Source: an optimization exercise on an open RTL-to-GDS flow (aim: small area, a short achievable clock period and few clock cycles). Production flows keep margins and buffers that such runs may drop.
RTL that was checked went through simulation tests only; none was proved equivalent to the original.
Only the layout flow was run in run 1; the RTL was not checked for function there.
Power and IR drop assume default switching activity.

**flow/flow/run.sh**
```bash
#!/bin/bash
# The standard layout (standard.sh: the standard synthesis and ORFS flow) with three
# changes: plain buf_1 port buffers, no CTS dummy loads, and the setup repair aimed
# 6 ns below the clock period. Each run's full output goes to standard.log.
set -euo pipefail
bash standard.sh SETUP_SLACK_MARGIN=6 \
  "BUFFER_PORTS_ARGS=-buffer_cell sky130_fd_sc_hd__buf_1" \
  "CTS_ARGS=-sink_clustering_enable -repair_clock_nets -buf_list {sky130_fd_sc_hd__clkbuf_4 sky130_fd_sc_hd__clkbuf_8} -dont_use_dummy_load" \
  finish > standard.log 2>&1
```
**flow/standard.sh**
```bash
#!/bin/bash
# synth_recipe.tcl (not shown) runs the flow's synth.tcl, then flattens the netlist and writes it again
# the make line also repeats each setting of config.mk as NAME=value (left out here)
make -C /OpenROAD-flow-scripts/flow DESIGN_CONFIG=/design/flow/config.mk WORK_HOME=/design/flow/orfs CLKGATE_MAP_FILE= SYNTH_SCRIPT=/design/flow/synth_recipe.tcl "${@:-finish}"
```
**flow/config.mk**
```make
export PLATFORM = sky130hd
export DESIGN_NAME = dem_encoder
export DESIGN_NICKNAME = dem_encoder
export VERILOG_FILES = /design/flow/design.v
export SDC_FILE = /design/flow/constraint.sdc
export NUM_CORES = 4
export LEC_CHECK = 0
export CAP_MARGIN = 20
export CORE_MARGIN = 2
export CORE_UTILIZATION = 40
export CTS_BUF_LIST = sky130_fd_sc_hd__clkbuf_4 sky130_fd_sc_hd__clkbuf_8
export SETUP_SLACK_MARGIN = 5
export SLEW_MARGIN = 20
export TNS_END_PERCENT = 100
```
**flow/constraint.sdc**
```tcl
create_clock -name core_clock -period 10.0 [get_ports {clk}]
set_input_delay 2.0000 -clock core_clock [delete_from_list [all_inputs] [get_ports {clk}]]
set_output_delay 2.0000 -clock core_clock [all_outputs]
set_load 0.01 [all_outputs]
```
**flow/design.v**
```verilog
module dem_encoder (
    input  wire        clk,
    input  wire        rst,         
    input  wire        start,
    input  wire [15:0] in_len,      
    input  wire [15:0] out_cap,     
    output wire        busy,
    output reg         done,
    output reg         fail,
    output reg  [3:0]  cause,       
    output reg  [15:0] out_len,     
    output wire        rd_en,
    output wire [13:0] rd_addr,     
    input  wire [31:0] rd_data,
    output wire        out_valid,
    output wire [7:0]  out_data,
    input  wire        out_ready
);
    localparam [31:0] OUTW = 32'h8000_0000;
    localparam [2:0] S_SCAN = 3'd0,    
                     S_PAY  = 3'd1,    
                     S_CEND = 3'd2,    
                     S_LAST = 3'd3,    
                     S_F8   = 3'd4,    
                     S_DONE = 3'd5,    
                     S_BAD  = 3'd6;    
    localparam [1:0] K_REC = 2'd0, K_CHUNK = 2'd1, K_F8 = 2'd2;
    reg         run;
    reg  [2:0]  st;
    reg  [13:0] n_w;
    reg  [13:0] ra;           
    reg         iv;           
    reg         ilast;        
    reg         rq_v;
    reg         rq_last;
    reg  [31:0] rq;           
    reg  [31:0] p;            
    reg         bq_v;
    reg         bq_last;
    reg  [31:0] bq;           
    reg  [4:0]  bk;           
    reg  [2:0]  bc;           
    reg         bu;           
    reg         eoi;          
    reg         rec_v;
    reg  [2:0]  t;
    reg  [8:0]  c;            
    reg  [31:0] pb;           
    reg  [3:0]  n4;           
    reg  [3:0]  kl;           
    reg         ovf;          
    reg         first;        
    reg  [13:0] ri;           
    reg         odv;          
    reg  [2:0]  ot;
    reg  [1:0]  nph;          
    reg  [7:0]  od;           
    reg  [8:0]  oc;
    reg  [31:0] ob;
    reg  [2:0]  onb;          
    reg         rae;          
    reg  [15:0] rem;          
    reg         room;
    function [15:0] inc16(input [15:0] x);
        reg cy; integer i;
        begin cy = 1'b1; for (i = 0; i < 16; i = i + 1) begin inc16[i] = x[i] ^ cy; cy = cy & x[i]; end end
    endfunction
    function [15:0] dec16(input [15:0] x);
        reg bw; integer i;
        begin bw = 1'b1; for (i = 0; i < 16; i = i + 1) begin dec16[i] = x[i] ^ bw; bw = bw & ~x[i]; end end
    endfunction
    function [31:0] sub32(input [31:0] a, input [31:0] b);
        reg [31:0] g, pp, gg, pg, c;
        integer i, l;
        begin
            g  = a & ~b;
            pp = a ^ ~b;
            gg = g; pg = pp;
            for (l = 0; l < 5; l = l + 1)
                for (i = 0; i < 32; i = i + 1)
                    if ((i % (2 << l)) == (2 << l) - 1) begin
                        gg[i] = gg[i] | (pg[i] & gg[i - (1 << l)]);
                        pg[i] = pg[i] & pg[i - (1 << l)];
                    end
            for (l = 3; l >= 0; l = l - 1)
                for (i = 0; i < 32; i = i + 1)
                    if (i >= (3 << l) - 1 && (i % (2 << l)) == (1 << l) - 1) begin
                        gg[i] = gg[i] | (pg[i] & gg[i - (1 << l)]);
                        pg[i] = pg[i] & pg[i - (1 << l)];
                    end
            c[0] = 1'b1;
            for (i = 1; i < 32; i = i + 1) c[i] = gg[i-1] | (pg[i-1]);
            sub32 = pp ^ c;
        end
    endfunction
    wire [31:0] d     = sub32(rq, p);
    wire        isout = (rq == OUTW);
    wire        dz    = (d == 32'd0);
    function fits(input [31:0] dv, input integer w);
        reg same;
        reg lowz;
        integer b;
        begin
            same = 1'b1;
            for (b = w - 1; b < 32; b = b + 1) same = same & (dv[b] == dv[31]);
            lowz = 1'b1;
            for (b = 0; b < w - 1; b = b + 1) lowz = lowz & ~dv[b];
            fits = same & ~(dv[31] & lowz);
        end
    endfunction
    wire f4  = fits(d, 4);
    wire f8  = fits(d, 8);
    wire f12 = fits(d, 12);
    wire f16 = fits(d, 16);
    wire f24 = fits(d, 24);
    wire unenc = ~isout & (d == 32'h8000_0000);
    reg  [2:0] cls;
    always @(*) begin
        if (isout)     cls = 3'd0;
        else if (dz)   cls = 3'd1;
        else if (f4)   cls = 3'd2;
        else if (f8)   cls = 3'd3;
        else if (f12)  cls = 3'd4;
        else if (f16)  cls = 3'd5;
        else if (f24)  cls = 3'd6;
        else           cls = 3'd7;
    end
    function [3:0] wn(input [2:0] ty);
        case (ty)
            3'd2: wn = 4'd1;  3'd3: wn = 4'd2;  3'd4: wn = 4'd3;
            3'd5: wn = 4'd4;  3'd6: wn = 4'd6;  3'd7: wn = 4'd8;
            default: wn = 4'd0;
        endcase
    endfunction
    function [31:0] wmask(input [2:0] ty);
        case (ty)
            3'd2: wmask = 32'h0000_000F;  3'd3: wmask = 32'h0000_00FF;
            3'd4: wmask = 32'h0000_0FFF;  3'd5: wmask = 32'h0000_FFFF;
            3'd6: wmask = 32'h00FF_FFFF;  3'd7: wmask = 32'hFFFF_FFFF;
            default: wmask = 32'd0;
        endcase
    endfunction
    wire [31:0] dm     = {bq[31:24] & {8{bk[4]}}, bq[23:16] & {8{bk[3]}}, bq[15:12] & {4{bk[2]}},
                          bq[11:8] & {4{bk[1]}}, bq[7:4] & {4{bk[0]}}, bq[3:0]};
    wire [31:0] pb_add = pb | (dm << {n4[2:0], 2'b00});
    wire [4:0]  n4_add = {1'b0, n4} + {1'b0, wn(t)};
    wire        fit    = (kl != 4'd0);
    function [3:0] km1(input [2:0] ty);
        case (ty)
            3'd2: km1 = 4'd7;  3'd3: km1 = 4'd3;  3'd4: km1 = 4'd1;
            3'd5: km1 = 4'd1;  default: km1 = 4'd0;
        endcase
    endfunction
    wire re       = (nph == 2'd2) && (onb == 3'd0);    
    wire move     = odv && room && out_ready;
    wire take     = !re && (!odv || move);            
    reg  [7:0] nbyte;
    always @(*) begin
        case (nph)
            2'd0:    nbyte = (oc <= 9'd31) ? {ot, oc[4:0]} : {ot, 5'd0};
            2'd1:    nbyte = oc[7:0] - 8'd32;
            default: nbyte = ob[7:0];
        endcase
    end
    wire brk      = !rec_v || bu || (bc != t) || (c == 9'd287);
    wire s_scan   = (st == S_SCAN);
    wire s_pay    = (st == S_PAY);
    wire c_free   = bq_v && ((s_scan && (!brk || !rec_v)) || (s_pay && (first || fit)));
    wire want     = (bq_v && ((s_scan && brk && rec_v) || (s_pay && !(first || fit))))
                 || (st == S_CEND) || (st == S_LAST);
    wire c_wp     = (s_scan && !ovf) || s_pay;
    wire push     = want && re;
    wire consume  = c_free || (c_wp && push);
    wire [1:0] push_k = s_scan || (st == S_LAST) ? K_REC : K_CHUNK;
    wire rewind   = push && (s_scan || (st == S_LAST)) && ovf;
    wire        issue    = run && (st == S_SCAN || st == S_PAY || st == S_CEND) && !rae;
    wire [15:0] ra_inc16 = inc16({2'b00, ra});
    wire [13:0] ra_inc   = ra_inc16[13:0];
    wire        ra1e     = (ra_inc == n_w);
    wire        mab      = rq_v && (!bq_v || consume);
    wire        land     = iv && (!rq_v || mab);
    wire        drop     = iv && rq_v && !mab;
    assign busy      = run;
    assign rd_en     = issue;
    assign rd_addr   = ra;
    assign out_valid = odv && room;
    assign out_data  = od;
    wire fin_ok = run && (st == S_DONE) && re && (!odv || move);
    wire fin_f8 = run && (st == S_F8) && re && !odv;
    wire fin_f4 = run && odv && !room;
    wire fin_bl = run && (st == S_BAD);
    always @(posedge clk) begin
        if (rst) begin
            run  <= 1'b0;
            done <= 1'b0;
            fail <= 1'b0;
            cause <= 4'd0;
            out_len <= 16'd0;
            st   <= S_DONE;
            iv   <= 1'b0;
            rq_v <= 1'b0;
            odv  <= 1'b0;
            nph  <= 2'd2;
            onb  <= 3'd0;
        end else begin
            done <= 1'b0;
            if (!run) begin
                if (start) begin
                    run     <= 1'b1;
                    n_w     <= in_len[15:2];
                    ra      <= 14'd0;
                    rae     <= (in_len[15:2] == 14'd0);
                    iv      <= 1'b0;
                    rq_v    <= 1'b0;
                    bq_v    <= 1'b0;
                    p       <= 32'd0;
                    eoi     <= 1'b0;
                    rec_v   <= 1'b0;
                    odv     <= 1'b0;
                    nph     <= 2'd2;
                    onb     <= 3'd0;
                    rem     <= out_cap;
                    room    <= (out_cap != 16'd0);
                    out_len <= 16'd0;
                    if (in_len[1:0] != 2'd0)      st <= S_BAD;
                    else if (in_len[15:2] == 14'd0) st <= S_DONE;
                    else                          st <= S_SCAN;
                end
            end else if (fin_ok || fin_f8 || fin_f4 || fin_bl) begin
                run   <= 1'b0;
                done  <= 1'b1;
                fail  <= !fin_ok;
                cause <= fin_bl ? 4'd9 : fin_f8 ? 4'd8 : fin_f4 ? 4'd4 : 4'd0;
                if (!fin_ok)   out_len <= 16'd0;
                else if (move) out_len <= inc16(out_len);
                iv    <= 1'b0;
                rq_v  <= 1'b0;
                bq_v  <= 1'b0;
                odv   <= 1'b0;
                nph   <= 2'd2;
                onb   <= 3'd0;
            end else begin
                if (rewind) begin
                    ra   <= ri;
                    rae  <= 1'b0;
                    iv   <= 1'b0;
                    rq_v <= 1'b0;
                    bq_v <= 1'b0;
                end else begin
                    if (drop)       ra <= dec16({2'b00, ra});
                    else if (issue) ra <= ra_inc;
                    if (drop)       rae <= 1'b0;
                    else if (issue) rae <= ra1e;
                    iv    <= issue && !drop;
                    ilast <= ra1e;
                    if (land) begin
                        rq      <= rd_data;
                        rq_last <= ilast;
                        rq_v    <= 1'b1;
                    end else if (mab) begin
                        rq_v    <= 1'b0;
                    end
                    if (mab) begin
                        bq      <= d;
                        bk      <= {~f24, ~f16, ~f12, ~f8, ~f4};
                        bc      <= cls;
                        bu      <= unenc;
                        bq_last <= rq_last;
                        bq_v    <= 1'b1;
                        if (!isout) p <= rq;
                    end else if (consume) begin
                        bq_v    <= 1'b0;
                    end
                end
                case (st)
                    S_SCAN: if (consume) begin
                        if (!brk) begin
                            c <= inc16({7'd0, c});
                            if (t >= 3'd2) begin
                                if (fit && !ovf) begin
                                    pb <= pb_add;
                                    n4 <= n4_add[3:0];
                                    kl <= kl - 4'd1;
                                end else begin
                                    ovf <= 1'b1;
                                end
                            end
                        end else begin
                            t     <= bc;
                            c     <= 9'd1;
                            pb    <= dm;
                            n4    <= wn(bc);
                            kl    <= km1(bc);
                            ovf   <= 1'b0;
                            rec_v <= 1'b1;
                            ri    <= ra - {12'd0, 2'd1 + {1'b0, iv} + {1'b0, rq_v}};
                            if (bu) st <= S_F8;
                        end
                        if (bq_last) begin
                            eoi <= 1'b1;
                            if (!bu) st <= S_LAST;
                        end
                    end else if (rewind) begin
                        st    <= S_PAY;
                        first <= 1'b1;
                        n4    <= 4'd0;
                        kl    <= km1(t) + 4'd1;
                    end
                    S_PAY: if (consume) begin
                        c <= dec16({7'd0, c});
                        if (fit) begin
                            pb <= pb_add;
                            n4 <= n4_add[3:0];
                            kl <= kl - 4'd1;
                        end else begin
                            pb    <= dm;
                            n4    <= wn(t);
                            kl    <= km1(t);
                            first <= 1'b0;
                        end
                        if (c == 9'd1) st <= S_CEND;
                        if (bq_last) eoi <= 1'b1;
                    end
                    S_CEND: if (push) begin
                        rec_v <= 1'b0;
                        st    <= eoi ? S_DONE : S_SCAN;
                    end
                    S_LAST: if (push) begin
                        if (ovf) begin
                            st    <= S_PAY;
                            first <= 1'b1;
                            n4    <= 4'd0;
                            kl    <= km1(t) + 4'd1;
                        end else begin
                            st    <= S_DONE;
                        end
                    end
                    default: ;
                endcase
                if (push) begin
                    ot  <= t;
                    oc  <= c;
                    if (!odv || move) begin
                        odv <= 1'b1;
                        if (push_k == K_CHUNK) begin
                            nph <= 2'd2;
                            od  <= pb[7:0];
                            ob  <= {8'd0, pb[31:8]};
                            onb <= n4[3:1] + {2'b00, n4[0]} - 3'd1;
                        end else begin
                            nph <= (c > 9'd31) ? 2'd1 : 2'd2;
                            od  <= (c <= 9'd31) ? {t, c[4:0]} : {t, 5'd0};
                            ob  <= pb;
                            onb <= n4[3:1] + {2'b00, n4[0]};
                        end
                    end else begin
                        nph <= (push_k == K_CHUNK) ? 2'd2 : 2'd0;
                        ob  <= pb;
                        onb <= n4[3:1] + {2'b00, n4[0]};
                    end
                end else if (take) begin
                    odv <= 1'b1;
                    od  <= nbyte;
                    case (nph)
                        2'd0: nph <= (oc > 9'd31) ? 2'd1 : 2'd2;
                        2'd1: nph <= 2'd2;
                        default: begin
                            ob  <= {8'd0, ob[31:8]};
                            onb <= onb - 3'd1;
                        end
                    endcase
                end else if (move) begin
                    odv <= 1'b0;
                end
                if (move) begin
                    out_len <= inc16(out_len);
                    rem     <= dec16(rem);
                    room    <= (rem != 16'd1);
                end
            end
        end
    end
endmodule
```
==> metrics.md, run 1 <==
| Metric | Value |
|---|---|
| Initial detailed-routing violation count | 894 |
| FF/Latch Area | roughly 9000 um^2 |
| Setup_tns | 0 ns |
| Post-Syn Instances | between 1500 and 2000 |
| Area contributors post-synth | edfxtp_1 (46%), ha_1 (7.9%), dfxtp_1 (3.6%) |
| Crit path from | rq[5] |
| Largest net degree at the start of global routing | 82 |
| Ratio of cells with drive above 1 in the final layout | 0.122 |
| Final hold vios | 0 |
| Synth Area per Inst | just over 10 um^2 |
| Tmin final | 4.14 ns |
| Number of synthesized flops with an enable pin | ~280 |
| Status | complete, no violations |
| H-tree levels | 2 |
| Leak | 7.72 nW |
| Total nets after synthesis | 1942 |
| GPL Wtd Cong | 0.917 |
| Main synth FF type | edfxtp_1 |
| DR vias/cell | ~5.6 |
| Clock sink count | 310 |
| Ant diodes | 0 |
| Top cells by count, synth | edfxtp_1 (277), nor2_1 (170), a21oi_1 (123), nand2_1 (121), ha_1 (115) |
| Yosys top cell area share | 0.458 |
| Area of the multi-input gates | 8900 um^2 |
| Initial antenna violation count | 0 |
| Clk Latency, worst-skew pair | 0.64 ns |
| Area delta synth->final | 14.8% |
| Crit Path Category | reg2reg |
| TritonCTS clock tree | yes |
| Wirelength per Cell | 18.3 um |
| Total grt overflow | 0 |
| Routed WL | about 46000 um |
| First-pass DRT Iterations | 5 |
| Placed wire-length estimate | 31900 um |
| Die area | 47100 um^2 |
| Core region area | 45100 um^2 |
| Filler cells | 4216 |
| Total power | between 3 and 4 mW |
| Max-slew violation count | 0 |
| Reg-to-reg critical path startpoint | rq[5] |
| Async SR Flop Fraction | 0 |
| CP max FO | 4 |
| CTS root buf | clkbuf_8 |
| Hold Path Class | reg2reg |
| Initial Util | 0.403 |
| Rows | roughly 80 |
| WP data arrival | 4.52 ns |
| Number of hold buffers added after cts | 0 |
| Post-synthesis sequential area ratio | 0.494 |
| Post-synth top area cell | edfxtp_1 |
| Synth Register Bits | between 300 and 400 |
| VDD IR max | 101 uV |
| RSZ-0062 raised after global routing | yes |
| Uppermost routed layer | met4 |
| Yosys warnings | 1 |
| Clock skew | 0.0559 ns |
| # IOs | 115 |
| Hold_sp | rq_last |
| PD cells | between 150 and 200 nW/um^2 |
| DR WL met2 | 21700 um |
| Critical Path RT | 10.38 ns |
| Worst setup EP type | flop |
| Worst-margin pin slew | 1.02 ns |
| Via count | 14000 |
| Clk slew on worst S/H paths | ~0.06 ns |
| DRC viols | 0 |
| Final setup vio count | 0 |
| Clock Path Buffers | 3 |
| Global-route usage over all layers | 0.191 |
| M1 WL | 21000 um |
| CP Launch Type | flop |
| Most common cell in the netlist | edfxtp_1 |
| Max frequency | roughly 240 MHz |
| Worst slew margin | 0.312 |
| Post-synthesis cell type count | 92 |
| Max-Cap Viols | 0 |
| Synth Cell Area | 18200 um^2 |
| Total CTS buffers | 55 |
| Antenna viol nets, final | 0 |
| Met3 routed WL | 2080 um |
| First-pass GRT wire length | 72200 um |
| Nets | 2087 |
| Period Utilization, post-route | 0.414 |
| Chip width | between 200 and 250 um |
| Chip Height | 217 um |
| Port Buf Inserts | 113 |
| Vias in the first global route | 13500 |
layout by cell type, fill, tap and decap left out, types with 12 or more instances in the layout:
master,n
nand3_1,33
o22ai_1,12
nand4_1,18
mux2i_1,43
nor2_1,166
a22o_1,18
nand2_1,117
nor4_1,23
o211ai_1,15
o21ai_0,76
dfxtp_1,30
xor2_1,31
a21oi_1,118
nand2b_1,14
edfxtp_1,277
and2_1,43
clkbuf_8,55
and3_1,17
buf_4,63
nor2b_1,17
inv_1,111
a21o_1,12
o211a_1,15
ha_4,16
a31oi_1,16
buf_1,113
xnor2_1,41
a211oi_1,29
ha_1,98
nor3_1,28
or3_1,15
a221oi_1,12
what timing repair did:
action,4_1_cts,5_1_grt
endpoints found under the setup margin,237,204
pin swaps,22,6
gates cloned,1,2
setup buffers,40,10
gates resized for setup,49,29
critical path, cell delays in order, from the launching register on:
cell,delay [ns]
edfxtp_1,0.45
ha_4,0.32
nand4_4,0.10
or3_4,0.41
or2_4,0.24
a21o_1,0.18
a21o_1,0.22
a211oi_4,0.33
inv_4,0.07
ha_4,0.29
inv_4,0.04
nor3_2,0.10
nand3_1,0.12
nor4_2,0.20
a41o_1,0.15
nand2b_1,0.07
or4_4,0.45
and2_4,0.18
cells by family (layout without fill, tap and decap cells):
logic type,count (synthesis),after routing,synth area share
buf+inv,212,353,0.0461
flops,310,310,0.494
xor+xnor,73,73,0.0352
other cells,1,1,0.000206
simple gates,556,557,0.153
compound gates,437,438,0.162
fa+ha+maj,117,117,0.0814
mux,51,51,0.0286
path summary, 6_finish.rpt:
check	end	slack, ns	depth (start not counted)
setup / recovery	bc[2]	5.86	17
hold / removal	bq_last	0.41	0
setup reg to reg	bc[2]	5.86	17
hold reg to reg	bq_last	0.41	0
area by class of cell:
cell class / count / share of cell area
well taps: 600 / 0.0360
flip-flops and latches: 310 / 0.431
multi-input cells: 1237 / 0.427
inverters: 116 / 0.0214
repair buffers: 182 / 0.0486
clock buffers: 55 / 0.0363
power breakdown:
part | internal, mW | switching (mW)
logic | 0.331 | 0.512
clock network | 0.480 | 0.467
registers | 1.53 | 0.0632
total | 2.34 | 1.04
stage by stage:
step | cell area, um^2 | worst slack (ns) | utilization | hold slack, ns | cells
after global routing | 20900 | 5.76 | 0.462 | 0.413 | 2500
after floorplan | 18300 | 5.68 | - | 0.400 | 1757
after CTS | 20600 | 5.86 | 0.457 | 0.414 | 2488
after detailed placement | 19200 | 4.96 | 0.427 | 0.408 | 2392
final | 20900 | 5.86 | 0.462 | 0.412 | 2500
after global placement | 19200 | 5.17 | 0.426 | 0.403 | 2392
registers in the layout, indices dropped and copies added, names as in the netlist, 14 cells and up:
name	count
out_len	16
rq	32
n_w	14
ri	14
p	32
pb	32
rem	16
bq	32
ob	32
ra	14
metal layers:
layer / track usage / up-vias
li1: - / 6776
met1: 0.262 / 6718
met2: 0.313 / 396
met3: 0.0249 / 82
met4: 0.0607 / 0
met5: 0 / -
==> run 2, diff against run 1 <==
--- a/flow/design.v
+++ b/flow/design.v
@@ -41,3 +41,4 @@
     reg  [4:0]  bk;           
-    reg  [2:0]  bc;           
+    reg         bo;           
+    reg         bz;           
     reg         bu;           
@@ -164,2 +165,4 @@
     end
+    wire [2:0] bc = bo ? 3'd0 : bz ? 3'd1 : !bk[0] ? 3'd2 : !bk[1] ? 3'd3
+                  : !bk[2] ? 3'd4 : !bk[3] ? 3'd5 : !bk[4] ? 3'd6 : 3'd7;
     wire brk      = !rec_v || bu || (bc != t) || (c == 9'd287);
@@ -265,3 +268,4 @@
                         bk      <= {~f24, ~f16, ~f12, ~f8, ~f4};
-                        bc      <= cls;
+                        bo      <= isout;
+                        bz      <= dz;
                         bu      <= unenc;
==> metrics.md, run 2 <==
| Metric | Value |
|---|---|
| Area of the multi-input gates | 8460 um^2 (was 8900 um^2) |
| Chip width | 215 um (was 217 um) |
| CP Launch Type | flop (unchanged) |
| Async SR Flop Fraction | 0 (unchanged) |
| Post-synthesis cell type count | 92 (unchanged) |
| Die area | 46300 um^2 (was 47100 um^2) |
| R2R Setup Slk | 6.13 ns (was 5.86 ns) |
| Hold Path Class | reg2reg (unchanged) |
| Setup_tns | 0 ns (unchanged) |
| Total CTS buffers | 53 (was 55) |
| DRC viols | 0 (unchanged) |
| FF/Latch Area | 8950 um^2 (was 8980 um^2) |
| Rows | 77 (was 78) |
| DR vias/cell | 5.52 (was 5.59) |
| Nets | 1994 (was 2087) |
| Most frequent cells in the layout | edfxtp_1 (276), nand2_1 (140), o21ai_0 (136) (was edfxtp_1 (277), nor2_1 (166), a21oi_1 (118)) |
| Chip Height | 215 um (was 217 um) |
| Critical Path RT | 8.00 ns (was 10.38 ns) |
| Via count | 13200 (was 14000) |
| H-tree levels | 2 (unchanged) |
| Initial antenna violation count | 0 (unchanged) |
| Core region area | 44100 um^2 (was 45100 um^2) |
| Routed WL | 43700 um (was 45900 um) |
| Placed cell count | 2317 (was 2392) |
| PD cells | 167 nW/um^2 (was 162 nW/um^2) |
| Worst-margin pin slew | 1.15 ns (was 1.02 ns) |
| Wirelength per Cell | 18.2 um (was 18.3 um) |
| First-pass DRT Iterations | 5 (unchanged) |
| Synth Area per Inst | 10.6 um^2 (was 10.3 um^2) |
| Total nets after synthesis | 1866 (was 1942) |
| Post-synthesis sequential area ratio | 0.502 (was 0.494) |
| Number of synthesized flops with an enable pin | 276 (was 277) |
| Placed wire-length estimate | 29900 um (was 31900 um) |
| Ratio of cells with drive above 1 in the final layout | 0.101 (was 0.122) |
| Reg-to-reg critical path startpoint | kl[0] (was rq[5]) |
| Status | complete, no violations (unchanged) |
| Area post-placement | 18900 um^2 (was 19200 um^2) |
| Clk slew on worst S/H paths | 0.06 ns (about the same) |
| VDD IR max | 106 uV (was 101 uV) |
| Tmin final | 3.96 ns (was 4.14 ns) |
| Leading cell type in the layout, fill and taps excluded | edfxtp_1 (unchanged) |
| Final Cell Area | 20200 um^2 (was 20900 um^2) |
| Worst slew margin | 0.235 (was 0.312) |
| CP max FO | 41 (was 4) |
| Antenna viol nets, final | 0 (unchanged) |
| Worst setup EP type | primary output (was flop) |
| Post-Syn Instances | 1681 (was 1757) |
| Global-route usage over all layers | 0.185 (was 0.191) |
| Synth Register Bits | 309 (was 310) |
| Clk Latency, worst-skew pair | 0.63 ns (was 0.64 ns) |
| Max-slew violation count | 0 (unchanged) |
| Leak | 7.42 nW (was 7.72 nW) |
| Initial Util | 0.404 (was 0.403) |
| TritonCTS clock tree | yes (unchanged) |
| Final hold vios | 0 (unchanged) |
| Total power | 3.36 mW (was 3.38 mW) |
| Period Utilization, post-route | 0.396 (was 0.414) |
| Area delta synth->final | 13.1% (was 14.8%) |
| Max-Cap Viols | 0 (unchanged) |
| Most common cell in the netlist | edfxtp_1 (unchanged) |
| Number of hold buffers added after cts | 0 (unchanged) |
| Clock sink count | 309 (was 310) |
| Synth Cell Area | 17800 um^2 (was 18200 um^2) |
| Hold_sp | rq_last (unchanged) |
| First-pass GRT wire length | 68800 um (was 72200 um) |
| GPL Wtd Cong | 0.840 (was 0.917) |
| CTS root buf | clkbuf_8 (unchanged) |
| Largest net degree at the start of global routing | 62 (was 82) |
| Area contributors post-synth | edfxtp_1 (46%), ha_1 (8.1%), o21ai_0 (3.9%) (was edfxtp_1 (46%), ha_1 (7.9%), dfxtp_1 (3.6%)) |
| Post-synth top area cell | edfxtp_1 (unchanged) |
| Vias in the first global route | 12700 (was 13500) |
| RSZ-0062 raised after global routing | yes (unchanged) |
| Total grt overflow | 0 (unchanged) |
| Initial detailed-routing violation count | 1017 (was 894) |
| Clock skew | 0.0422 ns (was 0.0559 ns) |
| # IOs | 115 (unchanged) |
| Crit path from | run (was rq[5]) |
| Yosys top cell area share | 0.465 (was 0.458) |
| Final std cells w/o fill | 2400 (was 2500) |
| Main synth FF type | edfxtp_1 (unchanged) |
| Yosys warnings | 1 (unchanged) |
| WP data arrival | 1.96 ns (was 4.52 ns) |
| Final core occ | 0.457 (was 0.462) |
| Clock Path Buffers | 3 (unchanged) |
| Max frequency | 252 MHz (was 241 MHz) |
| Port Buf Inserts | 113 (unchanged) |
| Filler cells | 4220 (was 4216) |
| Crit Path Category | reg2out (was reg2reg) |
| Final setup vio count | 0 (unchanged) |
| Top cells by count, synth | edfxtp_1 (276), nand2_1 (142), o21ai_0 (138), nor2_1 (117), ha_1 (115) (was edfxtp_1 (277), nor2_1 (170), a21oi_1 (123), nand2_1 (121), ha_1 (115)) |
[run 2: cell types whose count changed after synthesis, moves of 10 or more]
| cell | before | now |
|---|---|---|
| o211a_1 | 16 | 0 |
| nand3_1 | 33 | 22 |
| a21oi_1 | 123 | 101 |
| o21ai_0 | 77 | 138 |
| nor4_1 | 26 | 36 |
| nand2_1 | 121 | 142 |
| nor2_1 | 170 | 117 |
| a2111oi_0 | 12 | 1 |
[run 2: report_power, final]
part           internal, mW  switching (mW)
clock                 0.464           0.467
sequential             1.54          0.0705
combinational         0.315           0.505
[run 2: worst max-delay path, cell delays in order (launching register included)]
cell and delay, ns:
dfxtp_2 0.42, buf_12 0.27, nand2b_1 0.14, a211oi_2 0.30, buf_1 0.22
[run 2: path summary, 6_finish.rpt]
check | to | cells after the start
max | rd_en | 4
min | bq_last | 0
max reg2reg | st[1] | 10
min reg2reg | bq_last | 0
[run 2: what timing repair did]
action,4_1_cts,5_1_grt
pin swaps,3,7
gates resized for setup,19,19
setup buffers,10,12
gates cloned,4,2
endpoints found under the setup margin,198,198
[run 2: kinds of logic after synthesis]
group                    after synthesis  share of synthesized area
multiplexers                          59                     0.0392
AO/OA/AOI/OAI                        422                      0.154
adder cells (fa/ha/maj)              117                     0.0830
flip-flops                           309                      0.502
XOR/XNOR                              75                     0.0373
other                                  1                   0.000210
buffers and inverters                195                     0.0419
AND/OR/NAND/NOR                      503                      0.142
[run 2: metal layers]
layer  routed length, um  part of all wire  vias to the layer above  track usage
li1                    -                 -                     6498            -
met1               20000              0.46                     6310        0.252
met2               20200              0.46                      361        0.302
met3                2310             0.053                       74       0.0283
met4                1210             0.028                        0       0.0625
met5                   0                 0                        -            0
[run 2: metrics by stage]
stage	hold WS, ns	worst slack [ns]
after global placement	0.401	5.08
final	0.422	6.04
after detailed placement	0.411	4.94
after floorplan	0.400	5.52
after global routing	0.451	5.95
after CTS	0.425	5.84
[run 2: area by class of cell]
cell class	instances	area share
Multi-Input combinational cell	1181	0.420
Tap cell	592	0.0367
Timing Repair inverter	1	0.000248
Clock buffer	53	0.0362
Sequential cell	309	0.444
Antenna cell	1	0.000124
Timing Repair Buffer	152	0.0419
Inverter	111	0.0209
Testbench counts of run 2, summed over its fixed seeds: cycles 44,918.
==> run 3, diff against run 2 <==
--- a/flow/flow/run.sh
+++ b/flow/flow/run.sh
@@ -3,5 +3,5 @@
 # changes: plain buf_1 port buffers, no CTS dummy loads, and the setup repair aimed
-# 6 ns below the clock period. Each run's full output goes to standard.log.
+# 7 ns below the clock period. Each run's full output goes to standard.log.
 set -euo pipefail
-bash standard.sh SETUP_SLACK_MARGIN=6 \
+bash standard.sh SETUP_SLACK_MARGIN=7 \
   "BUFFER_PORTS_ARGS=-buffer_cell sky130_fd_sc_hd__buf_1" \
==> metrics.md, run 3 <==
| Metric | Value |
|---|---|
| Hold Path Class | reg2reg (unchanged) |
| Filler cells | 3677 (was 4220) |
| # IOs | 115 (unchanged) |
| RSZ-0062 raised after global routing | yes (unchanged) |
| Synth Cell Area | 17800 um^2 (unchanged) |
| Die area | 46300 um^2 (unchanged) |
| Yosys top cell area share | 0.465 (unchanged) |
| Most common cell in the netlist | edfxtp_1 (unchanged) |
| Final hold vios | 0 (unchanged) |
| Worst slew margin | 0.348 (was 0.235) |
| Setup WS post-layout | 6.34 ns (was 6.04 ns) |
| Reg-to-reg critical path startpoint | rq[2] (was kl[0]) |
| Placed wire-length estimate | 30700 um (was 29900 um) |
| Worst setup EP type | flop (was primary output) |
| Met3 routed WL | 2910 um (was 2310 um) |
| Ratio of cells with drive above 1 in the final layout | 0.331 (was 0.101) |
| Number of hold buffers added after cts | 0 (unchanged) |
| H-tree levels | 2 (unchanged) |
| Initial detailed-routing violation count | 1213 (was 1017) |
| Total nets after synthesis | 1866 (unchanged) |
| Wirelength per Cell | 20.3 um (was 18.2 um) |
| Chip Height | 215 um (unchanged) |
| Leak | 9.16 nW (was 7.42 nW) |
| Total grt overflow | 0 (unchanged) |
| Vias in the first global route | 14400 (was 12700) |
| Post-Syn Instances | 1681 (unchanged) |
| Crit path cell chain | ha_2 -> or3_4 -> o22a_4 -> a31oi_4 -> a211oi_2 -> o21a_1 -> nor2_1 -> xnor2_1 -> inv_1 -> ha_4 -> and3_1 -> nand4_1 -> nor4_4 -> buf_4 -> o21ai_1 (was buf_12 -> nand2b_1 -> a211oi_2 -> buf_1) |
| Area post-placement | 19500 um^2 (was 18900 um^2) |
| Initial antenna violation count | 1 (was 0) |
| Slowest cell on crit path | edfxtp_1 (was dfxtp_2) |
| Nets | 2234 (was 1994) |
| First-pass GRT wire length | 80600 um (was 68800 um) |
| Clk Latency, worst-skew pair | 0.64 ns (was 0.63 ns) |
| Total CTS buffers | 52 (was 53) |
| Clock sink count | 309 (unchanged) |
| Leading cell type in the layout, fill and taps excluded | edfxtp_1 (unchanged) |
| Post-synthesis sequential area ratio | 0.502 (unchanged) |
| Post-synthesis cell type count | 92 (unchanged) |
| Port Buf Inserts | 113 (unchanged) |
| Status | complete, no violations (unchanged) |
| Crit Path Category | reg2reg (was reg2out) |
| Global-route usage over all layers | 0.218 (was 0.185) |
| Setup WS pre-CTS | 4.92 ns (was 4.94 ns) |
| Rows | 77 (unchanged) |
| CTS root buf | clkbuf_8 (unchanged) |
| First-pass DRT Iterations | 5 (unchanged) |
| Yosys warnings | 1 (unchanged) |
| Worst-margin pin slew | 0.974 ns (was 1.15 ns) |
| Chip width | 215 um (unchanged) |
| Via count | 15000 (was 13200) |
| CP max FO | 4 (was 41) |
| Critical path buffer and inverter count | 2 (unchanged) |
| M1 WL | 23100 um (was 20000 um) |
| Clock skew | 0.0303 ns (was 0.0422 ns) |
| Main synth FF type | edfxtp_1 (unchanged) |
| Routed WL | 53600 um (was 43700 um) |
| FF/Latch Area | 9000 um^2 (was 8950 um^2) |
| Number of synthesized flops with an enable pin | 276 (unchanged) |
| Synth Area per Inst | 10.6 um^2 (unchanged) |
| Async SR Flop Fraction | 0 (unchanged) |
| Crit path from | rq[2] (was run) |
| Most frequent cells in the layout | edfxtp_1 (276), buf_4 (155), nand2_1 (129) (was edfxtp_1 (276), nand2_1 (140), o21ai_0 (136)) |
| Placed cell count | 2315 (was 2317) |
| Area of the multi-input gates | 10100 um^2 (was 8460 um^2) |
| CP Launch Type | flop (unchanged) |
| VDD IR max | 117 uV (was 106 uV) |
| Largest net degree at the start of global routing | 61 (was 62) |
| Post-synth top area cell | edfxtp_1 (unchanged) |
| Max frequency | 273 MHz (was 252 MHz) |
| Final setup vio count | 0 (unchanged) |
| DR vias/cell | 5.68 (was 5.52) |
| Final Cell Area | 24800 um^2 (was 20200 um^2) |
| Final core occ | 0.562 (was 0.457) |
| Reg2reg path depth | 15 (was 10) |
| R2R Setup Slk | 6.34 ns (was 6.13 ns) |
| Area contributors post-synth | edfxtp_1 (46%), ha_1 (8.1%), o21ai_0 (3.9%) (unchanged) |
| Critical Path RT | 10.38 ns (was 8.00 ns) |
| Top cells by count, synth | edfxtp_1 (276), nand2_1 (142), o21ai_0 (138), nor2_1 (117), ha_1 (115) (unchanged) |
| DRC viols | 0 (unchanged) |
| TritonCTS clock tree | yes (unchanged) |
| GPL Wtd Cong | 0.855 (was 0.840) |
| Initial Util | 0.404 (unchanged) |
| Crit-path max cell delay | 0.44 ns (was 0.42 ns) |
| PD cells | 153 nW/um^2 (was 167 nW/um^2) |
| Clock Path Buffers | 3 (unchanged) |
| Setup crit end | bk[2] (was rd_en) |
| DR WL met2 | 26300 um (was 20200 um) |
| Area delta synth->final | 39.0% (was 13.1%) |
| WP data arrival | 4.04 ns (was 1.96 ns) |
| Clk slew on worst S/H paths | 0.06 ns (about the same) |
| Core region area | 44100 um^2 (unchanged) |
| Synth Register Bits | 309 (unchanged) |
| Max-slew violation count | 0 (unchanged) |
| Final std cells w/o fill | 2640 (was 2400) |
| Tmin final | 3.66 ns (was 3.96 ns) |
| Delay-heaviest family, CP | simple AND/OR/NAND/NOR gates (was buffers and inverters) |
| WP depth | 15 (was 4) |
| Period Utilization, post-route | 0.366 (was 0.396) |
| Capturing point of the worst reg2reg path | bk[2] (was st[1]) |
| Antenna viol nets, final | 0 (unchanged) |
| Uppermost routed layer | met4 (unchanged) |
| Setup_tns | 0 ns (unchanged) |
| Max-Cap Viols | 0 (unchanged) |
run 3: cell count changes in the layout (fill, tap and decap cells not counted), sizes merged:
cell and change:
a2111o +1, o31a +1, a21oi +2, bufbuf +2, or3 +1, clkbuf +17, buf +214, and2 +2
run 3: worst min path at each step:
stage | from | endpoint | cells after the start
3_5_place_dp | rq_last | bq_last | 0
2_1_floorplan | rq_last | bq_last | 0
6_report | rq_last | bq_last | 0
5_1_grt | rq_last | bq_last | 0
4_1_cts | rq_last | bq_last | 0
3_3_place_gp | rq_last | bq_last | 0
run 3: cell type report:
cell class | instances | share of cell area
Tap cell | 592 | 0.0299
Clock buffer | 52 | 0.0289
Inverter | 111 | 0.0178
Antenna cell | 1 | 0.000101
Sequential cell | 309 | 0.363
Multi-Input combinational cell | 1188 | 0.408
Timing Repair inverter | 1 | 0.000202
Timing Repair Buffer | 386 | 0.152
run 3: worst reg2reg max path, delay by kind of cell (launching register included):
family | cells | cell delay [ns]
DFF | 1 | 0.44
and+or+nand+nor | 5 | 1.12
xor gates and xnor gates | 1 | 0.18
adders and majority gates | 2 | 0.51
AOI/OAI and AO/OA | 5 | 0.83
buffers and inverters | 2 | 0.32
run 3: repair_timing:
item / in CTS / in global routing
pin swaps: 77 / 93
gates resized for setup: 313 / 152
gates cloned: 30 / 5
setup endpoints to repair: 449 / 416
setup buffers: 169 / 68
run 3: cells by family after synthesis:
family | after synthesis | share of synthesized area
mux | 59 | 0.0392
simple gates | 503 | 0.142
fa+ha+maj | 117 | 0.0830
compound gates | 422 | 0.154
flops | 309 | 0.502
xor+xnor | 75 | 0.0373
other cells | 1 | 0.000210
buf+inv | 195 | 0.0419
run 3: power by group:
part	leakage (nW)	switching (mW)	total, mW	internal [mW]
combinational	6.00	0.681	1.25	0.572
sequential	2.79	0.0600	1.60	1.54
clock	0.374	0.481	0.936	0.455
run 3: layer usage:
metal | vias to the layer above | GRT usage
met2 | 516 | 0.367
li1 | 7012 | -
met5 | - | 0
met3 | 104 | 0.0360
met1 | 7351 | 0.290
met4 | 0 | 0.0671
run 3: through the flow:
stage	hold slack, ns	power, mW
6_report	0.422	3.79
5_1_grt	0.425	3.97
3_3_place_gp	0.405	2.39
4_1_cts	0.425	3.66
2_1_floorplan	0.400	2.22
3_5_place_dp	0.412	2.42
==> run 4, diff against run 3 <==
--- a/flow/flow/run.sh
+++ b/flow/flow/run.sh
@@ -3,5 +3,5 @@
 # changes: plain buf_1 port buffers, no CTS dummy loads, and the setup repair aimed
-# 7 ns below the clock period. Each run's full output goes to standard.log.
+# 6.8 ns below the clock period. Each run's full output goes to standard.log.
 set -euo pipefail
-bash standard.sh SETUP_SLACK_MARGIN=7 \
+bash standard.sh SETUP_SLACK_MARGIN=6.8 \
   "BUFFER_PORTS_ARGS=-buffer_cell sky130_fd_sc_hd__buf_1" \
==> metrics.md, run 4 <==
| Metric | Value |
|---|---|
| Final core occ | 0.529 (was 0.562) |
| GPL Wtd Cong | 0.860 (was 0.855) |
| Final std cells w/o fill | 2569 (was 2640) |
| RSZ-0062 raised after global routing | yes (unchanged) |
| Crit path cell chain | buf_16 -> nand2b_4 -> a211oi_4 -> buf_6 (was ha_2 -> or3_4 -> o22a_4 -> a31oi_4 -> a211oi_2 -> o21a_1 -> nor2_1 -> xnor2_1 -> inv_1 -> ha_4 -> and3_1 -> nand4_1 -> nor4_4 -> buf_4 -> o21ai_1) |
| WP data arrival | 1.50 ns (was 4.04 ns) |
| Top cells by count, synth | edfxtp_1 (276), nand2_1 (142), o21ai_0 (138), nor2_1 (117), ha_1 (115) (unchanged) |
| Crit Path Category | reg2out (was reg2reg) |
| Vias in the first global route | 14000 (was 14400) |
| DR vias/cell | 5.62 (was 5.68) |
| Area post-placement | 19200 um^2 (was 19500 um^2) |
| Port Buf Inserts | 113 (unchanged) |
| Placed wire-length estimate | 30500 um (was 30700 um) |
| Synth Area per Inst | 10.6 um^2 (unchanged) |
| Antenna viol nets, final | 0 (unchanged) |
| Slowest cell on crit path | dfxtp_4 (was edfxtp_1) |
| Initial Util | 0.404 (unchanged) |
| CP max FO | 2 (was 4) |
| Clock group share of total power | 0.256 (was 0.247) |
| Final setup vio count | 0 (unchanged) |
| Async SR Flop Fraction | 0 (unchanged) |
| Hold Path Depth | 0 (unchanged) |
| Switching share of power | 0.320 (was 0.322) |
| Rows | 77 (unchanged) |
| Global-route usage over all layers | 0.207 (was 0.218) |
| Placed cell count | 2317 (was 2315) |
| Most common cell in the netlist | edfxtp_1 (unchanged) |
| Total CTS buffers | 54 (was 52) |
| Post-synthesis sequential area ratio | 0.502 (unchanged) |
| TritonCTS clock tree | yes (unchanged) |
| Crit-path max cell delay | 0.37 ns (was 0.44 ns) |
| Leading cell type in the layout, fill and taps excluded | edfxtp_1 (unchanged) |
| Chip Height | 215 um (unchanged) |
| Routed WL | 51200 um (was 53600 um) |
| WP depth | 4 (was 15) |
| # IOs | 115 (unchanged) |
| Setup WS pre-CTS | 4.97 ns (was 4.92 ns) |
| Area delta synth->final | 30.8% (was 39.0%) |
| Ant diodes | 0 (was 1) |
| Clk Latency, worst-skew pair | 0.64 ns (about the same) |
| PD cells | 159 nW/um^2 (was 153 nW/um^2) |
| Total power | 3.71 mW (was 3.79 mW) |
| Yosys warnings | 1 (unchanged) |
| Clock Path Buffers | 3 (unchanged) |
| Delay-heaviest family, CP | flip-flops (was simple AND/OR/NAND/NOR gates) |
| VDD IR max | 122 uV (was 117 uV) |
| Hold Path Class | reg2reg (unchanged) |
| Via count | 14400 (was 15000) |
| CTS root buf | clkbuf_8 (unchanged) |
| Area contributors post-synth | edfxtp_1 (46%), ha_1 (8.1%), o21ai_0 (3.9%) (unchanged) |
| Clock sink count | 309 (unchanged) |
| Clk slew on worst S/H paths | 0.06 ns (about the same) |
| Reg2reg path depth | 21 (was 15) |
| Final Cell Area | 23300 um^2 (was 24800 um^2) |
| Leak | 8.56 nW (was 9.16 nW) |
| Critical Path RT | 8.00 ns (was 10.38 ns) |
| Nets | 2164 (was 2234) |
| Synth Cell Area | 17800 um^2 (unchanged) |
| Internal power | 2.52 mW (was 2.57 mW) |
| Max-Cap Viols | 0 (unchanged) |
| Comb pwr share | 0.311 (was 0.331) |
| Largest net degree at the start of global routing | 61 (unchanged) |
| Worst slew margin | 0.413 (was 0.348) |
| Worst setup EP type | primary output (was flop) |
| Total nets after synthesis | 1866 (unchanged) |
| Most frequent cells in the layout | edfxtp_1 (276), nand2_1 (136), buf_4 (131) (was edfxtp_1 (276), buf_4 (155), nand2_1 (129)) |
| Post-Syn Instances | 1681 (unchanged) |
| Clock skew | 0.0424 ns (was 0.0303 ns) |
| Main synth FF type | edfxtp_1 (unchanged) |
| Yosys top cell area share | 0.465 (unchanged) |
| Wirelength per Cell | 19.9 um (was 20.3 um) |
| Worst-margin pin slew | 0.874 ns (was 0.974 ns) |
| Max-slew violation count | 0 (unchanged) |
| H-tree levels | 2 (unchanged) |
| Total grt overflow | 0 (unchanged) |
| Ratio of cells with drive above 1 in the final layout | 0.262 (was 0.331) |
| Post-synth top area cell | edfxtp_1 (unchanged) |
| Initial antenna violation count | 0 (was 1) |
| Period Utilization, post-route | 0.350 (was 0.366) |
| Number of synthesized flops with an enable pin | 276 (unchanged) |
| Share of total power in sequential cells | 0.433 (was 0.422) |
| DRC viols | 0 (unchanged) |
| First-pass DRT Iterations | 6 (was 5) |
| Initial detailed-routing violation count | 1214 (was 1213) |
| Psw | 1.19 mW (was 1.22 mW) |
| CP Launch Type | flop (unchanged) |
| Tmin final | 3.50 ns (was 3.66 ns) |
| Post-synthesis cell type count | 92 (unchanged) |
| Setup_tns | 0 ns (unchanged) |
| Hold_ws | 0.443 ns (was 0.422 ns) |
| Critical path buffer and inverter count | 2 (unchanged) |
| Chip width | 215 um (unchanged) |
| Final hold vios | 0 (unchanged) |
| First-pass GRT wire length | 76600 um (was 80600 um) |
| Setup WS post-layout | 6.50 ns (was 6.34 ns) |
| Die area | 46300 um^2 (unchanged) |
| Synth Register Bits | 309 (unchanged) |
| Status | complete, no violations (unchanged) |
| Max frequency | 286 MHz (was 273 MHz) |
| Core region area | 44100 um^2 (unchanged) |
==> run 4: final cells by class <==
class	instances	area [um^2]
fill	3818	20800
multi-input combinational	1187	9770
sequential	309	8960
timing repair buffer	315	2680
clock buffer	54	743
tap	592	741
inverter	111	424
timing repair inverter	1	5.00
==> run 4: worst paths after layout <==
| kind | start | to | slack (ns) |
|---|---|---|---|
| max | run | rd_en | 6.50 |
| min | rq_last | bq_last | 0.44 |
| max reg2reg | ra[0] | ra[12] | 6.51 |
| min reg2reg | rq_last | bq_last | 0.44 |
==> run 4: power by group through the flow <==
stage / combinational [mW] / clock (mW) / sequential, mW
floorplan: 0.595 / 0 / 1.61
global placement: 0.747 / 0 / 1.64
detailed placement: 0.760 / 0 / 1.65
CTS: 0.973 / 0.973 / 1.60
global route: 1.25 / 1.02 / 1.62
finish: 1.15 / 0.949 / 1.61
==> run 4: logic make-up after synthesis <==
| group | after synthesis | synth area share |
|---|---|---|
| and+or+nand+nor | 503 | 0.142 |
| xor gates and xnor gates | 75 | 0.0373 |
| adders and majority gates | 117 | 0.0830 |
| other | 1 | 0.000210 |
| DFF | 309 | 0.502 |
| AOI/OAI and AO/OA | 422 | 0.154 |
| buffers and inverters | 195 | 0.0419 |
| muxes | 59 | 0.0392 |
==> run 4: repair_timing <==
| action | in CTS | in global routing |
|---|---|---|
| setup endpoints to repair | 366 | 336 |
| hold buffers | 0 | 0 |
| resized for setup | 166 | 159 |
| setup buffers | 100 | 71 |
| pin swaps | 48 | 67 |
| cloned | 14 | 13 |
| endpoints found under the hold margin | 0 | 0 |
==> run 4: routing by layer <==
metal | track usage | share of wire | wire (um)
met3 | 0.0270 | 0.051 | 2600
met5 | 0 | 0 | 0
met1 | 0.274 | 0.43 | 22100
met4 | 0.0747 | 0.032 | 1660
met2 | 0.348 | 0.49 | 24800
==> run 5, diff against run 4 <==
--- a/flow/flow/run.sh
+++ b/flow/flow/run.sh
@@ -3,5 +3,5 @@
 # changes: plain buf_1 port buffers, no CTS dummy loads, and the setup repair aimed
-# 6.8 ns below the clock period. Each run's full output goes to standard.log.
+# 6.3 ns below the clock period. Each run's full output goes to standard.log.
 set -euo pipefail
-bash standard.sh SETUP_SLACK_MARGIN=6.8 \
+bash standard.sh SETUP_SLACK_MARGIN=6.3 \
   "BUFFER_PORTS_ARGS=-buffer_cell sky130_fd_sc_hd__buf_1" \
==> metrics.md, run 5 <==
| Metric | Value |
|---|---|
| Clock skew | 0.0454 ns (was 0.0424 ns) |
| Initial Util | 0.404 (unchanged) |
| Critical Path RT | 8.00 ns (about the same) |
| CTS root buf | clkbuf_8 (unchanged) |
| Post-Syn Instances | 1681 (unchanged) |
| CP max FO | 11 (was 2) |
| Multiplexer share of the synthesized area | 0.0392 (unchanged) |
| Main synth FF type | edfxtp_1 (unchanged) |
| Initial antenna violation count | 1 (was 0) |
| Chip width | 215 um (unchanged) |
| # IOs | 115 (unchanged) |
| Leak | 7.59 nW (was 8.56 nW) |
| Antenna viol nets, final | 0 (unchanged) |
| Initial detailed-routing violation count | 1065 (was 1214) |
| Ratio of cells with drive above 1 in the final layout | 0.141 (was 0.262) |
| First-pass DRT Iterations | 6 (unchanged) |
| Clock Path Buffers | 3 (unchanged) |
| Area fraction in compound gates after synthesis | 0.154 (unchanged) |
| Setup_tns | 0 ns (unchanged) |
| Port Buf Inserts | 113 (unchanged) |
| Filler cells | 4143 (was 3818) |
| Status | complete, no violations (unchanged) |
| VDD IR max | 90.2 uV (was 122 uV) |
| Post-synthesis sequential area ratio | 0.502 (unchanged) |
| Largest family of logic cells by synthesized area | compound AO/OA/AOI/OAI gates (unchanged) |
| Largest net degree at the start of global routing | 61 (unchanged) |
| Placed cell count | 2318 (was 2317) |
| Yosys top cell area share | 0.465 (unchanged) |
| Clock sink count | 309 (unchanged) |
| Worst setup EP type | primary output (unchanged) |
| Async SR Flop Fraction | 0 (unchanged) |
| Total grt overflow | 0 (unchanged) |
| GPL Wtd Cong | 0.852 (was 0.860) |
| DR vias/cell | 5.58 (was 5.62) |
| Post-synthesis cell type count | 92 (unchanged) |
| Final setup vio count | 0 (unchanged) |
| Total CTS buffers | 52 (was 54) |
| Most common cell in the netlist | edfxtp_1 (unchanged) |
| Worst slew margin | 0.339 (was 0.413) |
| PD cells | 165 nW/um^2 (was 159 nW/um^2) |
| Nets | 2028 (was 2164) |
| Number of synthesized flops with an enable pin | 276 (unchanged) |
| Synth Register Bits | 309 (unchanged) |
| Post-Synth XOR/XNOR Area | 0.0373 (unchanged) |
| Number of hold buffers added after cts | 0 (unchanged) |
| Die area | 46300 um^2 (unchanged) |
| DRC viols | 0 (unchanged) |
| Hold Path Class | reg2reg (unchanged) |
| Global-route usage over all layers | 0.192 (was 0.207) |
| Worst-margin pin slew | 0.979 ns (was 0.874 ns) |
| Period Utilization, post-route | 0.381 (was 0.350) |
| Final hold vios | 0 (unchanged) |
| RSZ-0062 raised after global routing | yes (unchanged) |
| Placed wire-length estimate | 29900 um (was 30500 um) |
| CP Launch Type | flop (unchanged) |
| Most frequent cells in the layout | edfxtp_1 (276), nand2_1 (139), o21ai_0 (133) (was edfxtp_1 (276), nand2_1 (136), buf_4 (131)) |
| Adder-cell area share of the yosys netlist | 0.0830 (unchanged) |
| Yosys warnings | 1 (unchanged) |
| WP data arrival | 1.81 ns (was 1.50 ns) |
| Area of the multi-input gates | 8760 um^2 (was 9770 um^2) |
| Final std cells w/o fill | 2434 (was 2569) |
| Top cells by count, synth | edfxtp_1 (276), nand2_1 (142), o21ai_0 (138), nor2_1 (117), ha_1 (115) (unchanged) |
| H-tree levels | 2 (unchanged) |
| Synth Area per Inst | 10.6 um^2 (unchanged) |
| Post-synth top area cell | edfxtp_1 (unchanged) |
| Clk slew on worst S/H paths | 0.06 ns (about the same) |
| Hold_ws | 0.437 ns (was 0.443 ns) |
| Max-slew violation count | 0 (unchanged) |
| Routed WL | 45100 um (was 51200 um) |
| TritonCTS clock tree | yes (unchanged) |
| Total nets after synthesis | 1866 (unchanged) |
| Area contributors post-synth | edfxtp_1 (46%), ha_1 (8.1%), o21ai_0 (3.9%) (unchanged) |
| Core region area | 44100 um^2 (unchanged) |
| Chip Height | 215 um (unchanged) |
| Clk Latency, worst-skew pair | 0.64 ns (about the same) |
| First-pass GRT wire length | 71200 um (was 76600 um) |
| Leading cell type in the layout, fill and taps excluded | edfxtp_1 (unchanged) |
| Crit Path Category | reg2out (unchanged) |
| Via count | 13600 (was 14400) |
| Synth Cell Area | 17800 um^2 (unchanged) |
| FF/Latch Area | 8960 um^2 (about the same) |
| Rows | 77 (unchanged) |
| Final Cell Area | 20700 um^2 (was 23300 um^2) |
| Area delta synth->final | 16.2% (was 30.8%) |
| Area post-placement | 18900 um^2 (was 19200 um^2) |
| Vias in the first global route | 13200 (was 14000) |
| Max-Cap Viols | 0 (unchanged) |
| Fraction of the mapped netlist area in simple logic gates | 0.142 (unchanged) |
| Wirelength per Cell | 18.5 um (was 19.9 um) |
| Tmin final | 3.81 ns (was 3.50 ns) |
| Max frequency | 263 MHz (was 286 MHz) |
## run 5: cell counts after synthesis
No cell type changed its count.
## run 5: logic make-up after synthesis
family | count (synthesis)
other | 1
xor gates and xnor gates | 75
muxes | 59
DFF | 309
AOI/OAI and AO/OA | 422
adders and majority gates | 117
buffers and inverters | 195
and+or+nand+nor | 503
## run 5: per-layer routing
layer	part of all wire	global-route usage	vias to the layer above
met5	0	0	-
met4	0.031	0.0818	0
met3	0.061	0.0354	88
met2	0.46	0.304	435
met1	0.44	0.258	6483
li1	-	-	6567
## run 5: final cells by class
cell class	count	area share
well taps	592	0.0357
repair inverters	1	0.000242
inverters	111	0.0203
multi-input cells	1183	0.423
flip-flops and latches	309	0.432
clock buffers	52	0.0345
diodes	1	0.000121
repair buffers	185	0.0540
## run 5: through the flow
| step | util | power, mW | setup slack [ns] |
|---|---|---|---|
| 2_1_floorplan | - | 2.18 | 5.52 |
| 3_3_place_gp | 0.429 | 2.37 | 5.10 |
| 3_5_place_dp | 0.429 | 2.38 | 4.99 |
| 4_1_cts | 0.456 | 3.38 | 5.99 |
| 5_1_grt | 0.470 | 3.60 | 6.10 |
| 6_report | 0.470 | 3.42 | 6.19 |
## run 5: worst paths after layout
kind | from | end | slack (ns) | cells after the start
max reg2reg | rq[14] | bk[0] | 6.32 | 15
min reg2reg | rq_last | bq_last | 0.44 | 0
max | run | rd_en | 6.19 | 4
min | rq_last | bq_last | 0.44 | 0
## run 5: repair_timing
item | 4_1_cts | 5_1_grt
resized for setup | 35 | 60
cloned | 7 | 2
endpoints found under the setup margin | 228 | 196
pin swaps | 11 | 27
buffers inserted | 14 | 40
## run 5: critical path, stage by stage, from the launching register on
cell	delay, ns
dfxtp_4	0.44
buf_12	0.18
nand2b_1	0.12
a211oi_4	0.25
clkbuf_2	0.18
## run 5: report_power, final
group / internal, mW / switching [mW] / leakage (nW) / total [mW]
combinational: 0.356 / 0.528 / 4.44 / 0.883
clock: 0.455 / 0.462 / 0.374 / 0.918
sequential: 1.54 / 0.0759 / 2.78 / 1.62
total: 2.35 / 1.07 / 7.59 / 3.42
==> run 6, diff against run 5 <==
--- a/flow/flow/run.sh
+++ b/flow/flow/run.sh
@@ -3,5 +3,5 @@
 # changes: plain buf_1 port buffers, no CTS dummy loads, and the setup repair aimed
-# 6.3 ns below the clock period. Each run's full output goes to standard.log.
+# 6.6 ns below the clock period. Each run's full output goes to standard.log.
 set -euo pipefail
-bash standard.sh SETUP_SLACK_MARGIN=6.3 \
+bash standard.sh SETUP_SLACK_MARGIN=6.6 \
   "BUFFER_PORTS_ARGS=-buffer_cell sky130_fd_sc_hd__buf_1" \
--- a/flow/config.mk
+++ b/flow/config.mk
@@ -11,2 +11,3 @@
 export CTS_BUF_LIST = sky130_fd_sc_hd__clkbuf_4 sky130_fd_sc_hd__clkbuf_8
+export GPL_TIMING_DRIVEN = 1
 export SETUP_SLACK_MARGIN = 5
==> metrics.md, run 6 <==
| Metric | Value |
|---|---|
| Status | complete, no violations (unchanged) |
| Critical Path RT | 10.34 ns (was 8.00 ns) |
| Total nets after synthesis | 1866 (unchanged) |
| Chip width | 215 um (unchanged) |
| Area of the multi-input gates | 9200 um^2 (was 8760 um^2) |
| Number of synthesized flops with an enable pin | 276 (unchanged) |
| Leak | 7.93 nW (was 7.59 nW) |
| Synth Area per Inst | 10.6 um^2 (unchanged) |
| Post-Synth XOR/XNOR Area | 0.0373 (unchanged) |
| Antenna viol nets, final | 0 (unchanged) |
| Global-route usage over all layers | 0.199 (was 0.192) |
| Nets | 2080 (was 2028) |
| Top cells by count, synth | edfxtp_1 (276), nand2_1 (142), o21ai_0 (138), nor2_1 (117), ha_1 (115) (unchanged) |
| Tmin final | 3.51 ns (was 3.81 ns) |
| CP Launch Type | flop (unchanged) |
| RSZ-0062 raised after global routing | yes (unchanged) |
| H-tree levels | 2 (unchanged) |
| Switching share of power | 0.314 (was 0.312) |
| Area fraction in compound gates after synthesis | 0.154 (unchanged) |
| Yosys warnings | 1 (unchanged) |
| Ratio of cells with drive above 1 in the final layout | 0.195 (was 0.141) |
| Adder-cell area share of the yosys netlist | 0.0830 (unchanged) |
| Routed WL | 47000 um (was 45100 um) |
| Share of total power in sequential cells | 0.457 (was 0.473) |
| Initial Util | 0.404 (unchanged) |
| Final hold vios | 0 (unchanged) |
| CP max FO | 7 (was 11) |
| Crit Path Category | reg2reg (was reg2out) |
| Crit-path max cell delay | 0.42 ns (was 0.44 ns) |
| Max-slew violation count | 0 (unchanged) |
| Total CTS buffers | 53 (was 52) |
| Via count | 13900 (was 13600) |
| Rows | 77 (unchanged) |
| Clk slew on worst S/H paths | 0.06 ns (about the same) |
| Vias in the first global route | 13400 (was 13200) |
| Core region area | 44100 um^2 (unchanged) |
| Total power | 3.52 mW (was 3.42 mW) |
| WP depth | 11 (was 4) |
| Period Utilization, post-route | 0.351 (was 0.381) |
| Largest net degree at the start of global routing | 61 (unchanged) |
| Clock group share of total power | 0.263 (was 0.269) |
| Placed wire-length estimate | 29800 um (was 29900 um) |
| Yosys top cell area share | 0.465 (unchanged) |
| Post-Syn Instances | 1681 (unchanged) |
| TritonCTS clock tree | yes (unchanged) |
| Area contributors post-synth | edfxtp_1 (46%), ha_1 (8.1%), o21ai_0 (3.9%) (unchanged) |
| Clk Latency, worst-skew pair | 0.62 ns (was 0.64 ns) |
| Crit path cell chain | ha_2 -> or3_4 -> o22a_4 -> a31oi_4 -> buf_4 -> a21oi_4 -> a31oi_4 -> mux2_2 -> nor4b_4 -> and4_2 -> o2111ai_1 (was buf_12 -> nand2b_1 -> a211oi_4 -> clkbuf_2) |
| Critical path buffer and inverter count | 1 (was 2) |
| Multiplexer share of the synthesized area | 0.0392 (unchanged) |
| Worst slew margin | 0.411 (was 0.339) |
| PD cells | 163 nW/um^2 (was 165 nW/um^2) |
| Slowest cell on crit path | edfxtp_1 (was dfxtp_4) |
| Clock skew | 0.0313 ns (was 0.0454 ns) |
| Synth Register Bits | 309 (unchanged) |
| Final setup vio count | 0 (unchanged) |
| Internal power | 2.42 mW (was 2.35 mW) |
| First-pass GRT wire length | 73900 um (was 71200 um) |
| Reg-to-reg critical path startpoint | rq[1] (was rq[14]) |
| Placed cell count | 2316 (was 2318) |
| Clock Path Buffers | 3 (unchanged) |
| Initial antenna violation count | 1 (unchanged) |
| Async SR Flop Fraction | 0 (unchanged) |
| VDD IR max | 111 uV (was 90.2 uV) |
| Worst-margin pin slew | 0.877 ns (was 0.979 ns) |
| GPL Wtd Cong | 0.865 (was 0.852) |
| Hold_ws | 0.416 ns (was 0.437 ns) |
| Initial detailed-routing violation count | 1139 (was 1065) |
| Max frequency | 285 MHz (was 263 MHz) |
| Hold_sp | rq_last (unchanged) |
| Synth Cell Area | 17800 um^2 (unchanged) |
| CTS root buf | clkbuf_8 (unchanged) |
| Hold Path Class | reg2reg (unchanged) |
| Psw | 1.11 mW (was 1.07 mW) |
| Chip Height | 215 um (unchanged) |
| Die area | 46300 um^2 (unchanged) |
| Most common cell in the netlist | edfxtp_1 (unchanged) |
| Clock sink count | 309 (unchanged) |
| Main synth FF type | edfxtp_1 (unchanged) |
| Port Buf Inserts | 113 (unchanged) |
| Most frequent cells in the layout | edfxtp_1 (276), nand2_1 (137), o21ai_0 (130) (was edfxtp_1 (276), nand2_1 (139), o21ai_0 (133)) |
| Max-Cap Viols | 0 (unchanged) |
| Setup_tns | 0 ns (unchanged) |
| Post-synthesis cell type count | 92 (unchanged) |
| DRC viols | 0 (unchanged) |
| First-pass DRT Iterations | 5 (was 6) |
| Reg2reg path depth | 11 (was 15) |
| Total grt overflow | 0 (unchanged) |
| Fraction of the mapped netlist area in simple logic gates | 0.142 (unchanged) |
| Largest family of logic cells by synthesized area | compound AO/OA/AOI/OAI gates (unchanged) |
| Post-synthesis sequential area ratio | 0.502 (unchanged) |
| Worst setup EP type | flop (was primary output) |
| Capturing point of the worst reg2reg path | bk[0] (unchanged) |
| R2R Setup Slk | 6.49 ns (was 6.32 ns) |
| Final std cells w/o fill | 2486 (was 2434) |
| Leading cell type in the layout, fill and taps excluded | edfxtp_1 (unchanged) |
| Comb pwr share | 0.280 (was 0.259) |
| Delay-heaviest family, CP | simple AND/OR/NAND/NOR gates (was flip-flops) |
| Wirelength per Cell | 18.9 um (was 18.5 um) |
| Crit path from | rq[1] (was run) |
| Area delta synth->final | 21.5% (was 16.2%) |
| WP data arrival | 3.84 ns (was 1.81 ns) |
| Most frequent CP cell | a31oi_4 |
| Setup crit end | bk[0] (was rd_en) |
| Filler cells | 4054 (was 4143) |
| Post-synth top area cell | edfxtp_1 (unchanged) |
| DR vias/cell | 5.58 (about the same) |
| FF/Latch Area | 8960 um^2 (about the same) |
| # IOs | 115 (unchanged) |
## run 6: metrics by stage
stage / utilization / worst slack, ns / area, um^2
final: 0.491 / 6.49 / 21700
after global routing: 0.491 / 6.38 / 21700
after CTS: 0.476 / 6.36 / 21000
after detailed placement: 0.430 / 4.96 / 19000
after global placement: 0.430 / 5.06 / 19000
after floorplan: - / 5.52 / 18000
## run 6: area by class of cell
cell class                      count  share of cell area
Tap cell                          592              0.0342
Inverter                          111              0.0195
Multi-Input combinational cell   1185               0.425
Antenna cell                        1            0.000116
Sequential cell                   309               0.414
Timing Repair Buffer              234              0.0732
Clock buffer                       53              0.0337
Timing Repair inverter              1            0.000231
## run 6: per-layer routing
layer	track usage	wire, um	vias to the layer above
li1	-	-	6700
met2	0.329	22500	417
met5	0	0	-
met3	0.0286	2370	74
met4	0.0607	1040	0
met1	0.271	21100	6685
## run 6: worst min path at each step
stage / endpoint / slack [ns] / cells after the start
after floorplan: bq_last / 0.40 / 0
after global placement: bq_last / 0.40 / 0
after detailed placement: rq_last / 0.42 / 0
after CTS: bq_last / 0.42 / 0
after global routing: bq_last / 0.43 / 0
final: bq_last / 0.42 / 0
## run 6: repair_timing
action,CTS,global route
gates resized for setup,122,66
setup buffers,66,36
hold buffers,0,0
endpoints found under the setup margin,354,251
pin swaps,38,31
gates cloned,11,3
## run 6: worst register-to-register path, stage by stage, from the launching register on
cell and delay (ns):
edfxtp_1 0.42, ha_2 0.21, or3_4 0.39, o22a_4 0.26
a31oi_4 0.20, buf_4 0.18, a21oi_4 0.10, a31oi_4 0.24
mux2_2 0.39, nor4b_4 0.38, and4_2 0.33, o2111ai_1 0.15
## run 6: cell families (layout without fill, tap and decap cells)
| family | count (synthesis) | after routing |
|---|---|---|
| adders and majority gates | 117 | 117 |
| AOI/OAI and AO/OA | 422 | 429 |
| other | 1 | 2 |
| xor gates and xnor gates | 75 | 75 |
| buffers and inverters | 195 | 399 |
| DFF | 309 | 309 |
| and+or+nand+nor | 503 | 504 |
| muxes | 59 | 59 |
## run 6: power groups by stage
stage / Combinational, mW / Clock (mW) / Sequential [mW]
after floorplan: 0.579 / 0 / 1.60
after global placement: 0.735 / 0 / 1.63
after detailed placement: 0.748 / 0 / 1.63
after CTS: 0.900 / 0.956 / 1.61
after global routing: 1.08 / 1.01 / 1.62
final: 0.987 / 0.928 / 1.61

## what the ideal ports hide
No port has a modelled driver above. Below, the same layouts with a new extraction and two added sets of constraints.
Step 1 assumes that a clkbuf_16 drives the clock port and a buf_2 every other input.
Step 2 times the ports against the registers' clock, not the clock port: input delays grow and output delays shrink by t, the midpoint of the rising clock arrivals with the driver on.
Three values: ideal ports, drivers, drivers and shift; two values: the first two.
| run | t, ns | setup slack, ns | worst hold slack (ns) | worst register clock-pin slew, ns | pins driven straight from the clock port |
|---|---|---|---|---|---|
| run 1 | 0.662 | 5.858 / 5.858 / 5.498 | 0.412 / 0.412 / 0.412 | 0.07 / 0.07 | 1 |
| run 2 | 0.661 | 6.038 / 5.990 / 5.499 | 0.422 / 0.422 / 0.422 | 0.06 / 0.06 | 1 |
| run 3 | 0.676 | 6.336 / 6.336 / 5.861 | 0.422 / 0.422 / 0.422 | 0.07 / 0.07 | 1 |
| run 4 | 0.661 | 6.500 / 6.455 / 5.851 | 0.443 / 0.443 / 0.443 | 0.07 / 0.07 | 1 |
| run 5 | 0.666 | 6.193 / 6.144 / 5.756 | 0.437 / 0.437 / 0.437 | 0.06 / 0.06 | 1 |
| run 6 | 0.655 | 6.493 / 6.479 / 5.983 | 0.416 / 0.416 / 0.416 | 0.06 / 0.06 | 1 |
After both steps setup and hold are still met in every run listed. The setup slack of run 4, which loses most, moves by -0.045 ns with the drivers and by -0.649 ns with both steps.
